This design comes from an exercise in tuning for small area on the open sky130 flow, not from production work.
Function was checked by simulation only, so behaviour that the tests miss may differ from the original.

==> inputs of v10 <==
// zec
module zec (
    input  wire        clk,
    input  wire        rst,
    input  wire        t_valid,
    input  wire [39:0] t_cmd,
    output wire        t_ready,
    output reg         t_rsp_valid,
    output wire [39:0] t_rsp,
    input  wire        h_valid,
    input  wire [39:0] h_cmd,
    output wire        h_ready,
    output reg         h_rsp_valid,
    output wire [39:0] h_rsp,
    output reg         hnote
);
    localparam [2:0] ST_OK        = 3'd0;
    localparam [2:0] ST_EMPTY     = 3'd1;
    localparam [2:0] ST_FULL      = 3'd2;
    localparam [2:0] ST_NOT_READY = 3'd3;
    localparam [2:0] ST_VMISMATCH = 3'd4;
    localparam [2:0] ST_BAD_ARG   = 3'd5;
    localparam [2:0] ST_ILLEGAL   = 3'd6;
    localparam [2:0] K_ZERO = 3'd0;
    localparam [2:0] K_BYTE = 3'd1;    
    localparam [2:0] K_PEEK = 3'd2;    
    localparam [2:0] K_CNT  = 3'd3;    
    localparam [2:0] K_SSR  = 3'd4;
    localparam [2:0] K_STAT = 3'd5;    
    localparam [2:0] K_DESC = 3'd6;    
    localparam [2:0] K_IDX  = 3'd7;    
    reg [1:0]   hs;
    reg [7:0]   seq;
    reg         nen, npend;
    reg [3:0]   rxh, rxt, txh, txt;
    reg [127:0] rxm, txm;            
    reg [7:0]   zrun;
    reg [7:0]   zk;                  
    reg         zload;               
    reg         esc;
    reg [31:0]  txc, rxc;
    reg         prio_t;
    reg [2:0]   r_st, r_kind;
    reg [4:0]   r_ptr;
    wire hs0  = (hs == 2'd0);
    wire fire = npend & nen & ~hs0;
    assign t_ready = ~rst & ~fire & ~(h_valid & ~prio_t);
    assign h_ready = ~rst & ~fire & ~(t_valid &  prio_t);
    wire gt = t_valid & t_ready;
    wire gh = h_valid & h_ready;
    wire [7:0] rd_rx = rxm[8*r_ptr[3:0] +: 8];
    wire [7:0] rd_tx = txm[8*r_ptr[3:0] +: 8];
    wire [7:0] rd    = r_ptr[4] ? rd_tx : rd_rx;
    wire       rd80  = (rd == 8'h80);
    wire [7:0] zeff = zload ? (rd80 ? 8'd0 : rd) : zk;
  ...
Settings: LEC_CHECK=0, CAP_MARGIN=20, CORE_MARGIN=2, CORE_UTILIZATION=40, CTS_BUF_LIST=sky130_fd_sc_hd__clkbuf_8, SLEW_MARGIN=20; clock period 13.0 ns.
run.sh (not shown) runs the stock make flow with config.mk's settings and CLKGATE_MAP_FILE= SYNTH_SCRIPT=/design/flow/synth_recipe.tcl, a recipe that flattens the netlist after the stock synthesis.
==> v15 (differences from v10) <==
--- a/flow/design.v
+++ b/flow/design.v
@@ -17,17 +17,16 @@
     localparam [2:0] ST_EMPTY     = 3'd1;
     localparam [2:0] ST_FULL      = 3'd2;
     localparam [2:0] ST_NOT_READY = 3'd3;
     localparam [2:0] ST_VMISMATCH = 3'd4;
     localparam [2:0] ST_BAD_ARG   = 3'd5;
     localparam [2:0] ST_ILLEGAL   = 3'd6;
     localparam [2:0] K_ZERO = 3'd0;
     localparam [2:0] K_BYTE = 3'd1;    
-    localparam [2:0] K_PEEK = 3'd2;    
     localparam [2:0] K_CNT  = 3'd3;    
     localparam [2:0] K_SSR  = 3'd4;
     localparam [2:0] K_STAT = 3'd5;    
     localparam [2:0] K_DESC = 3'd6;    
     localparam [2:0] K_IDX  = 3'd7;    
     reg [1:0]   hs;
     reg [7:0]   seq;
     reg         nen, npend;
@@ -97,16 +96,19 @@
     wire hU  = (hop == 8'h84);
     wire hO  = (hop == 8'h85);
     wire hK  = (hop == 8'h86);
     wire hI  = (hop == 8'h87);
     wire hSg = (hop == 8'h88);
     wire h_legal = ((hR | hSg | hO) & h_hi0 & h_lo0) | hNg | hK |
                    ((hD | hU | hI) & h_hi0);
     wire h_ok    = h_legal & ~(hNg & hs0) & ~((hD | hU | hO) & ~hs[1]);
+    wire [3:0] pk_head = h_cmd[9] ? txh : rxh;
+    wire [3:0] pk_tail = h_cmd[9] ? txt : rxt;
+    wire       pk_occ  = (h_cmd[3:0] - pk_tail) < (pk_head - pk_tail);
     wire eT = gt & t_ok;
     wire eH = gh & h_ok;
     wire z254 = (zrun == 8'd254);
     wire z128 = (zrun == 8'd128);
     wire znz  = |zrun;
     wire tb80 = (tb == 8'h80);
     wire absorb = tP & t_lo0 & ~z254;
     wire e255   = tP & t_lo0 &  z254;
@@ -305,17 +307,17 @@
                         st = ST_EMPTY;
                     end else begin
                         kind  = K_BYTE;
                         ptr   = {1'b1, txt};
                         n_txt = txt + 4'd1;
                     end
                 end
                 if (hK) begin
-                    kind = K_PEEK;
+                    kind = pk_occ ? K_BYTE : K_ZERO;
                     ptr  = {h_cmd[9], h_cmd[3:0]};
                     if (!((h_cmd[31:4] == 28'h2000010) || (h_cmd[31:4] == 28'h2000020)))
                         st = ST_BAD_ARG;
                 end
                 if (hI) begin
                     kind = K_IDX;
                     ptr  = {3'd0, hb[1:0]};
                     if (hb[7:2] != 6'd0)
@@ -380,43 +382,50 @@
             hnote       <= fire;
         end
     end
     always @(posedge clk) begin
         r_st   <= st;
         r_kind <= kind;
         r_ptr  <= ptr;
     end
+    wire [7:0]  zz7f  = p4 ? 8'h7F : zz;
+    wire [7:0]  lane0 = txh[0] ? zz7f : tb;    
+    wire [7:0]  lane1 = txh[0] ? tb : zz7f;    
+    wire pz = ~(p2 | p4);
     generate
         for (gi = 0; gi < 16; gi = gi + 1) begin : g_slot
             wire [3:0] d = gi[3:0] - txh;
+            reg        sel, c01;
+            always @(*) begin
+                sel = 1'b0;
+                c01 = 1'b0;
+                case (d[2:0])
+                    3'd0: sel = pz;
+                    3'd1: sel = ~pz;
+                    3'd2: sel = p2;
+                    3'd3: c01 = p4;
+                    3'd4: sel = 1'b1;
+                    default: ;
+                endcase
+            end
+            wire [7:0] lane = (gi % 2) ? lane1 : lane0;
+            wire [7:0] wdat = sel ? lane : (c01 ? 8'h01 : 8'h80);
             always @(posedge clk) begin
                 if (rx_write && rxh == gi[3:0])
                     rxm[8*gi +: 8] <= hb;
-                if (tx_write && d < {1'b0, elen}) begin
-                    case (d[2:0])
-                        3'd0:    txm[8*gi +: 8] <= E0;
-                        3'd1:    txm[8*gi +: 8] <= E1;
-                        3'd2:    txm[8*gi +: 8] <= E2;
-                        3'd3:    txm[8*gi +: 8] <= E3;
-                        3'd4:    txm[8*gi +: 8] <= E4;
-                        default: txm[8*gi +: 8] <= E5;
-                    endcase
-                end
+                if (tx_write && d < {1'b0, elen})
+                    txm[8*gi +: 8] <= wdat;
             end
         end
     endgenerate
-    wire [3:0] f_head = r_ptr[4] ? txh : rxh;
-    wire [3:0] f_tail = r_ptr[4] ? txt : rxt;
-    wire       occ    = (r_ptr[3:0] - f_tail) < (f_head - f_tail);
     reg [31:0] dat;
     always @(*) begin
         case (r_kind)
             K_BYTE: dat = {24'd0, rd};
-            K_PEEK: dat = {24'd0, occ ? rd : 8'd0};
             K_CNT:  dat = {24'd0, rd80, 7'd0};
             K_SSR:  dat = {hs0 ? 24'd0 : 24'hBEEF01, seq};
             K_STAT: dat = r_ptr[0] ? rxc : txc;
             K_DESC: begin
                 case (r_ptr[2:0])
                     3'd0:    dat = 32'h2000_0100;
                     3'd1:    dat = 32'd16;
                     3'd2:    dat = 32'h2000_0200;
==> flow/flow/run.sh (new file) <==
#!/bin/bash
# Layout flow: the standard flow (standard synthesis unchanged), with
# smaller port buffers and a clock tree of fewer, larger sink clusters
# without dummy loads.
set -euo pipefail
export BUFFER_PORTS_ARGS="-buffer_cell sky130_fd_sc_hd__buf_1"
export CTS_ARGS="-sink_clustering_enable -repair_clock_nets -dont_use_dummy_load -buf_list sky130_fd_sc_hd__clkbuf_16 -sink_clustering_size 22 -sink_clustering_max_diameter 100"
bash standard.sh finish > standard.log 2>&1
==> flow/standard.sh (new file) <==
#!/bin/bash
# synth_recipe.tcl (not shown) runs the flow's synth.tcl, then flattens the netlist and writes it again
# the make line also repeats each setting of config.mk as NAME=value (left out here)
make -C /OpenROAD-flow-scripts/flow DESIGN_CONFIG=/design/flow/config.mk WORK_HOME=/design/flow/orfs CLKGATE_MAP_FILE= SYNTH_SCRIPT=/design/flow/synth_recipe.tcl "${@:-finish}"
==> flow/config.mk (replaced) <==
export PLATFORM = sky130hd
export DESIGN_NAME = zec
export DESIGN_NICKNAME = zec
export VERILOG_FILES = /design/flow/design.v
export SDC_FILE = /design/flow/constraint.sdc
export NUM_CORES = 4
export LEC_CHECK = 0
export CAP_MARGIN = 0
export CORE_MARGIN = 2
export CORE_UTILIZATION = 60
export SLEW_MARGIN = 0
removed: flow/run.sh
==> v6 (differences from v10) <==
--- a/flow/design.v
+++ b/flow/design.v
@@ -17,17 +17,16 @@
     localparam [2:0] ST_EMPTY     = 3'd1;
     localparam [2:0] ST_FULL      = 3'd2;
     localparam [2:0] ST_NOT_READY = 3'd3;
     localparam [2:0] ST_VMISMATCH = 3'd4;
     localparam [2:0] ST_BAD_ARG   = 3'd5;
     localparam [2:0] ST_ILLEGAL   = 3'd6;
     localparam [2:0] K_ZERO = 3'd0;
     localparam [2:0] K_BYTE = 3'd1;    
-    localparam [2:0] K_PEEK = 3'd2;    
     localparam [2:0] K_CNT  = 3'd3;    
     localparam [2:0] K_SSR  = 3'd4;
     localparam [2:0] K_STAT = 3'd5;    
     localparam [2:0] K_DESC = 3'd6;    
     localparam [2:0] K_IDX  = 3'd7;    
     reg [1:0]   hs;
     reg [7:0]   seq;
     reg         nen, npend;
@@ -97,16 +96,19 @@
     wire hU  = (hop == 8'h84);
     wire hO  = (hop == 8'h85);
     wire hK  = (hop == 8'h86);
     wire hI  = (hop == 8'h87);
     wire hSg = (hop == 8'h88);
     wire h_legal = ((hR | hSg | hO) & h_hi0 & h_lo0) | hNg | hK |
                    ((hD | hU | hI) & h_hi0);
     wire h_ok    = h_legal & ~(hNg & hs0) & ~((hD | hU | hO) & ~hs[1]);
+    wire [3:0] pk_head = h_cmd[9] ? txh : rxh;
+    wire [3:0] pk_tail = h_cmd[9] ? txt : rxt;
+    wire       pk_occ  = (h_cmd[3:0] - pk_tail) < (pk_head - pk_tail);
     wire eT = gt & t_ok;
     wire eH = gh & h_ok;
     wire z254 = (zrun == 8'd254);
     wire z128 = (zrun == 8'd128);
     wire znz  = |zrun;
     wire tb80 = (tb == 8'h80);
     wire absorb = tP & t_lo0 & ~z254;
     wire e255   = tP & t_lo0 &  z254;
@@ -305,17 +307,17 @@
                         st = ST_EMPTY;
                     end else begin
                         kind  = K_BYTE;
                         ptr   = {1'b1, txt};
                         n_txt = txt + 4'd1;
                     end
                 end
                 if (hK) begin
-                    kind = K_PEEK;
+                    kind = pk_occ ? K_BYTE : K_ZERO;
                     ptr  = {h_cmd[9], h_cmd[3:0]};
                     if (!((h_cmd[31:4] == 28'h2000010) || (h_cmd[31:4] == 28'h2000020)))
                         st = ST_BAD_ARG;
                 end
                 if (hI) begin
                     kind = K_IDX;
                     ptr  = {3'd0, hb[1:0]};
                     if (hb[7:2] != 6'd0)
@@ -380,43 +382,50 @@
             hnote       <= fire;
         end
     end
     always @(posedge clk) begin
         r_st   <= st;
         r_kind <= kind;
         r_ptr  <= ptr;
     end
+    wire [7:0]  zz7f  = p4 ? 8'h7F : zz;
+    wire [7:0]  lane0 = txh[0] ? zz7f : tb;    
+    wire [7:0]  lane1 = txh[0] ? tb : zz7f;    
+    wire pz = ~(p2 | p4);
     generate
         for (gi = 0; gi < 16; gi = gi + 1) begin : g_slot
             wire [3:0] d = gi[3:0] - txh;
+            reg        sel, c01;
+            always @(*) begin
+                sel = 1'b0;
+                c01 = 1'b0;
+                case (d[2:0])
+                    3'd0: sel = pz;
+                    3'd1: sel = ~pz;
+                    3'd2: sel = p2;
+                    3'd3: c01 = p4;
+                    3'd4: sel = 1'b1;
+                    default: ;
+                endcase
+            end
+            wire [7:0] lane = (gi % 2) ? lane1 : lane0;
+            wire [7:0] wdat = sel ? lane : (c01 ? 8'h01 : 8'h80);
             always @(posedge clk) begin
                 if (rx_write && rxh == gi[3:0])
                     rxm[8*gi +: 8] <= hb;
-                if (tx_write && d < {1'b0, elen}) begin
-                    case (d[2:0])
-                        3'd0:    txm[8*gi +: 8] <= E0;
-                        3'd1:    txm[8*gi +: 8] <= E1;
-                        3'd2:    txm[8*gi +: 8] <= E2;
-                        3'd3:    txm[8*gi +: 8] <= E3;
-                        3'd4:    txm[8*gi +: 8] <= E4;
-                        default: txm[8*gi +: 8] <= E5;
-                    endcase
-                end
+                if (tx_write && d < {1'b0, elen})
+                    txm[8*gi +: 8] <= wdat;
             end
         end
     endgenerate
-    wire [3:0] f_head = r_ptr[4] ? txh : rxh;
-    wire [3:0] f_tail = r_ptr[4] ? txt : rxt;
-    wire       occ    = (r_ptr[3:0] - f_tail) < (f_head - f_tail);
     reg [31:0] dat;
     always @(*) begin
         case (r_kind)
             K_BYTE: dat = {24'd0, rd};
-            K_PEEK: dat = {24'd0, occ ? rd : 8'd0};
             K_CNT:  dat = {24'd0, rd80, 7'd0};
             K_SSR:  dat = {hs0 ? 24'd0 : 24'hBEEF01, seq};
             K_STAT: dat = r_ptr[0] ? rxc : txc;
             K_DESC: begin
                 case (r_ptr[2:0])
                     3'd0:    dat = 32'h2000_0100;
                     3'd1:    dat = 32'd16;
                     3'd2:    dat = 32'h2000_0200;
==> flow/flow/run.sh (new file) <==
#!/bin/bash
# Layout flow: the standard flow (standard synthesis unchanged), with
# smaller port buffers and a clock tree of smaller buffers without dummy loads.
set -euo pipefail
export BUFFER_PORTS_ARGS="-buffer_cell sky130_fd_sc_hd__buf_1"
export CTS_ARGS="-sink_clustering_enable -repair_clock_nets -dont_use_dummy_load -buf_list sky130_fd_sc_hd__clkbuf_8"
bash standard.sh finish > standard.log 2>&1
==> flow/standard.sh (new file) <==
#!/bin/bash
# synth_recipe.tcl (not shown) runs the flow's synth.tcl, then flattens the netlist and writes it again
# the make line also repeats each setting of config.mk as NAME=value (left out here)
make -C /OpenROAD-flow-scripts/flow DESIGN_CONFIG=/design/flow/config.mk WORK_HOME=/design/flow/orfs CLKGATE_MAP_FILE= SYNTH_SCRIPT=/design/flow/synth_recipe.tcl "${@:-finish}"
==> flow/config.mk (replaced) <==
export PLATFORM = sky130hd
export DESIGN_NAME = zec
export DESIGN_NICKNAME = zec
export VERILOG_FILES = /design/flow/design.v
export SDC_FILE = /design/flow/constraint.sdc
export NUM_CORES = 4
export LEC_CHECK = 0
export CAP_MARGIN = 20
export CORE_MARGIN = 2
export CORE_UTILIZATION = 40
export SLEW_MARGIN = 20
removed: flow/run.sh
==> v24 (differences from v10) <==
--- a/flow/design.v
+++ b/flow/design.v
@@ -17,17 +17,16 @@
     localparam [2:0] ST_EMPTY     = 3'd1;
     localparam [2:0] ST_FULL      = 3'd2;
     localparam [2:0] ST_NOT_READY = 3'd3;
     localparam [2:0] ST_VMISMATCH = 3'd4;
     localparam [2:0] ST_BAD_ARG   = 3'd5;
     localparam [2:0] ST_ILLEGAL   = 3'd6;
     localparam [2:0] K_ZERO = 3'd0;
     localparam [2:0] K_BYTE = 3'd1;    
-    localparam [2:0] K_PEEK = 3'd2;    
     localparam [2:0] K_CNT  = 3'd3;    
     localparam [2:0] K_SSR  = 3'd4;
     localparam [2:0] K_STAT = 3'd5;    
     localparam [2:0] K_DESC = 3'd6;    
     localparam [2:0] K_IDX  = 3'd7;    
     reg [1:0]   hs;
     reg [7:0]   seq;
     reg         nen, npend;
@@ -97,16 +96,19 @@
     wire hU  = (hop == 8'h84);
     wire hO  = (hop == 8'h85);
     wire hK  = (hop == 8'h86);
     wire hI  = (hop == 8'h87);
     wire hSg = (hop == 8'h88);
     wire h_legal = ((hR | hSg | hO) & h_hi0 & h_lo0) | hNg | hK |
                    ((hD | hU | hI) & h_hi0);
     wire h_ok    = h_legal & ~(hNg & hs0) & ~((hD | hU | hO) & ~hs[1]);
+    wire [3:0] pk_head = h_cmd[9] ? txh : rxh;
+    wire [3:0] pk_tail = h_cmd[9] ? txt : rxt;
+    wire       pk_occ  = (h_cmd[3:0] - pk_tail) < (pk_head - pk_tail);
     wire eT = gt & t_ok;
     wire eH = gh & h_ok;
     wire z254 = (zrun == 8'd254);
     wire z128 = (zrun == 8'd128);
     wire znz  = |zrun;
     wire tb80 = (tb == 8'h80);
     wire absorb = tP & t_lo0 & ~z254;
     wire e255   = tP & t_lo0 &  z254;
@@ -305,17 +307,17 @@
                         st = ST_EMPTY;
                     end else begin
                         kind  = K_BYTE;
                         ptr   = {1'b1, txt};
                         n_txt = txt + 4'd1;
                     end
                 end
                 if (hK) begin
-                    kind = K_PEEK;
+                    kind = pk_occ ? K_BYTE : K_ZERO;
                     ptr  = {h_cmd[9], h_cmd[3:0]};
                     if (!((h_cmd[31:4] == 28'h2000010) || (h_cmd[31:4] == 28'h2000020)))
                         st = ST_BAD_ARG;
                 end
                 if (hI) begin
                     kind = K_IDX;
                     ptr  = {3'd0, hb[1:0]};
                     if (hb[7:2] != 6'd0)
@@ -380,43 +382,50 @@
             hnote       <= fire;
         end
     end
     always @(posedge clk) begin
         r_st   <= st;
         r_kind <= kind;
         r_ptr  <= ptr;
     end
+    wire [7:0]  zz7f  = p4 ? 8'h7F : zz;
+    wire [7:0]  lane0 = txh[0] ? zz7f : tb;    
+    wire [7:0]  lane1 = txh[0] ? tb : zz7f;    
+    wire pz = ~(p2 | p4);
     generate
         for (gi = 0; gi < 16; gi = gi + 1) begin : g_slot
             wire [3:0] d = gi[3:0] - txh;
+            reg        sel, c01;
+            always @(*) begin
+                sel = 1'b0;
+                c01 = 1'b0;
+                case (d[2:0])
+                    3'd0: sel = pz;
+                    3'd1: sel = ~pz;
+                    3'd2: sel = p2;
+                    3'd3: c01 = p4;
+                    3'd4: sel = 1'b1;
+                    default: ;
+                endcase
+            end
+            wire [7:0] lane = (gi % 2) ? lane1 : lane0;
+            wire [7:0] wdat = sel ? lane : (c01 ? 8'h01 : 8'h80);
             always @(posedge clk) begin
                 if (rx_write && rxh == gi[3:0])
                     rxm[8*gi +: 8] <= hb;
-                if (tx_write && d < {1'b0, elen}) begin
-                    case (d[2:0])
-                        3'd0:    txm[8*gi +: 8] <= E0;
-                        3'd1:    txm[8*gi +: 8] <= E1;
-                        3'd2:    txm[8*gi +: 8] <= E2;
-                        3'd3:    txm[8*gi +: 8] <= E3;
-                        3'd4:    txm[8*gi +: 8] <= E4;
-                        default: txm[8*gi +: 8] <= E5;
-                    endcase
-                end
+                if (tx_write && d < {1'b0, elen})
+                    txm[8*gi +: 8] <= wdat;
             end
         end
     endgenerate
-    wire [3:0] f_head = r_ptr[4] ? txh : rxh;
-    wire [3:0] f_tail = r_ptr[4] ? txt : rxt;
-    wire       occ    = (r_ptr[3:0] - f_tail) < (f_head - f_tail);
     reg [31:0] dat;
     always @(*) begin
         case (r_kind)
             K_BYTE: dat = {24'd0, rd};
-            K_PEEK: dat = {24'd0, occ ? rd : 8'd0};
             K_CNT:  dat = {24'd0, rd80, 7'd0};
             K_SSR:  dat = {hs0 ? 24'd0 : 24'hBEEF01, seq};
             K_STAT: dat = r_ptr[0] ? rxc : txc;
             K_DESC: begin
                 case (r_ptr[2:0])
                     3'd0:    dat = 32'h2000_0100;
                     3'd1:    dat = 32'd16;
                     3'd2:    dat = 32'h2000_0200;
==> flow/flow/run.sh (new file) <==
#!/bin/bash
# Layout flow: the standard flow (standard synthesis unchanged), with
# smaller port buffers and a clock tree of fewer, larger sink clusters
# without dummy loads.
set -euo pipefail
export BUFFER_PORTS_ARGS="-buffer_cell sky130_fd_sc_hd__buf_1"
export CTS_ARGS="-sink_clustering_enable -repair_clock_nets -dont_use_dummy_load -buf_list sky130_fd_sc_hd__clkbuf_8 -sink_clustering_size 12 -sink_clustering_max_diameter 80"
bash standard.sh finish > standard.log 2>&1
==> flow/standard.sh (new file) <==
#!/bin/bash
# synth_recipe.tcl (not shown) runs the flow's synth.tcl, then flattens the netlist and writes it again
# the make line also repeats each setting of config.mk as NAME=value (left out here)
make -C /OpenROAD-flow-scripts/flow DESIGN_CONFIG=/design/flow/config.mk WORK_HOME=/design/flow/orfs CLKGATE_MAP_FILE= SYNTH_SCRIPT=/design/flow/synth_recipe.tcl "${@:-finish}"
==> flow/config.mk (replaced) <==
export PLATFORM = sky130hd
export DESIGN_NAME = zec
export DESIGN_NICKNAME = zec
export VERILOG_FILES = /design/flow/design.v
export SDC_FILE = /design/flow/constraint.sdc
export NUM_CORES = 4
export LEC_CHECK = 0
export CAP_MARGIN = 0
export CORE_MARGIN = 2
export CORE_UTILIZATION = 60
export SLEW_MARGIN = 0
removed: flow/run.sh
==> impl_metrics.sql <==
INSERT INTO impl_metrics (metric_group, metric, value, unit) VALUES
('run_status', 'outcome', 'complete, no violations', ''),
('yosys', 'post_synth_most_frequent_cells', 'sky130_fd_sc_hd__edfxtp_1 (256), sky130_fd_sc_hd__nor2_1 (213), sky130_fd_sc_hd__dfxtp_1 (125), sky130_fd_sc_hd__a21oi_1 (118), sky130_fd_sc_hd__nand2_1 (107)', ''),
('layout', 'non_clock_inverter_count_in_the_final_layout', '64', ''),
('hold_path', 'hold_path_cells', '2', ''),
('hold_path', 'timing.hold.worst_endpoint', 'nen', ''),
('timing', 'tightest_slew', '1.132', 'ns'),
('worst_setup_path', 'cpMaxStageDelayCell', 'sky130_fd_sc_hd__a311oi_1', ''),
('floorplan', 'tap-cell-count', '688', '');
Source of the figures above: v6

==> impl_metrics.sql <==
INSERT INTO impl_metrics (metric_group, metric, value, unit) VALUES
('timing', 'final_min_period_over_clock_period', '0.6218', ''),
('worst_setup_path', 'cpMaxStageDelayCell', 'sky130_fd_sc_hd__dfxtp_1', ''),
('floorplan', 'tap-cell-count', '696', ''),
('layout', 'non_clock_inverter_count_in_the_final_layout', '72', ''),
('yosys', 'yosys-mux-area-fraction', '0.08906', ''),
('hold_path', 'hold_path_cells', '2', ''),
('yosys', 'post_synth_most_frequent_cells', 'sky130_fd_sc_hd__edfxtp_1 (256), sky130_fd_sc_hd__nor2_1 (243), sky130_fd_sc_hd__nand2_1 (143), sky130_fd_sc_hd__dfxtp_1 (125), sky130_fd_sc_hd__a21oi_1 (101)', ''),
('timing', 'tightest_slew', '1.196', 'ns'),
('run_status', 'outcome', 'complete, no violations', '');
Source of the figures above: v10

==> impl_metrics.sql <==
INSERT INTO impl_metrics (metric_group, metric, value, unit) VALUES
('timing', 'tightest_slew', '1.268', 'ns'),
('layout', 'finalCoreUtilization', '0.6367', ''),
('layout', 'non_clock_inverter_count_in_the_final_layout', '64', ''),
('hold_path', 'hold_path_cells', '1', ''),
('yosys', 'post_synth_most_frequent_cells', 'sky130_fd_sc_hd__edfxtp_1 (256), sky130_fd_sc_hd__nor2_1 (213), sky130_fd_sc_hd__dfxtp_1 (125), sky130_fd_sc_hd__a21oi_1 (118), sky130_fd_sc_hd__nand2_1 (107)', ''),
('run_status', 'outcome', 'complete, no violations', ''),
('worst_setup_path', 'cpMaxStageDelayCell', 'sky130_fd_sc_hd__dfxtp_2', ''),
('hold_path', 'timing.hold.worst_endpoint', 'seq[7]', ''),
('floorplan', 'tap-cell-count', '461', '');
Source of the figures above: v15

==> impl_metrics.sql <==
INSERT INTO impl_metrics (metric_group, metric, value, unit) VALUES
('yosys', 'post_synth_most_frequent_cells', 'sky130_fd_sc_hd__edfxtp_1 (256), sky130_fd_sc_hd__nor2_1 (213), sky130_fd_sc_hd__dfxtp_1 (125), sky130_fd_sc_hd__a21oi_1 (118), sky130_fd_sc_hd__nand2_1 (107)', ''),
('floorplan', 'tap-cell-count', '461', ''),
('run_status', 'outcome', 'complete, no violations', ''),
('hold_path', 'timing.hold.worst_endpoint', 'txc[15]', ''),
('hold_path', 'hold_path_cells', '2', ''),
('worst_setup_path', 'crit-reg2reg-launch', 'r_ptr[1]', ''),
('worst_setup_path', 'cpMaxStageDelayCell', 'sky130_fd_sc_hd__dfxtp_2', '');
Source of the figures above: v24

==> what the ideal ports hide <==
No port has a modelled driver above. Below, the same layouts with a new extraction and two added sets of constraints.
Step 1, drivers: a clkbuf_16 drives clk and a buf_2 each remaining input, both assumed.
Step 2 adds t to the input delays and takes it off the output delays; t is the mean of the earliest and latest rising clock arrival at the registers after step 1. Input paths then give back, and output paths get back, about the clock's delay inside the block.
Slacks: ideal / step 1 / step 2; pairs: ideal / step 1.
run	shift t [ns]	setup slack, ns	worst register clock-pin slew, ns
v10	0.671	4.916 / 4.863 / 4.787	0.07 / 0.07
v15	0.590	5.736 / 5.686 / 5.573	0.10 / 0.10
v6	0.658	5.897 / 5.843 / 5.495	0.06 / 0.06
v24	0.637	5.717 / 5.666 / 5.661	0.09 / 0.09
After both steps setup and hold are still met in every run listed. For v6, which loses most, drivers alone change the setup slack by -0.054 ns; drivers and shift together by -0.402 ns.
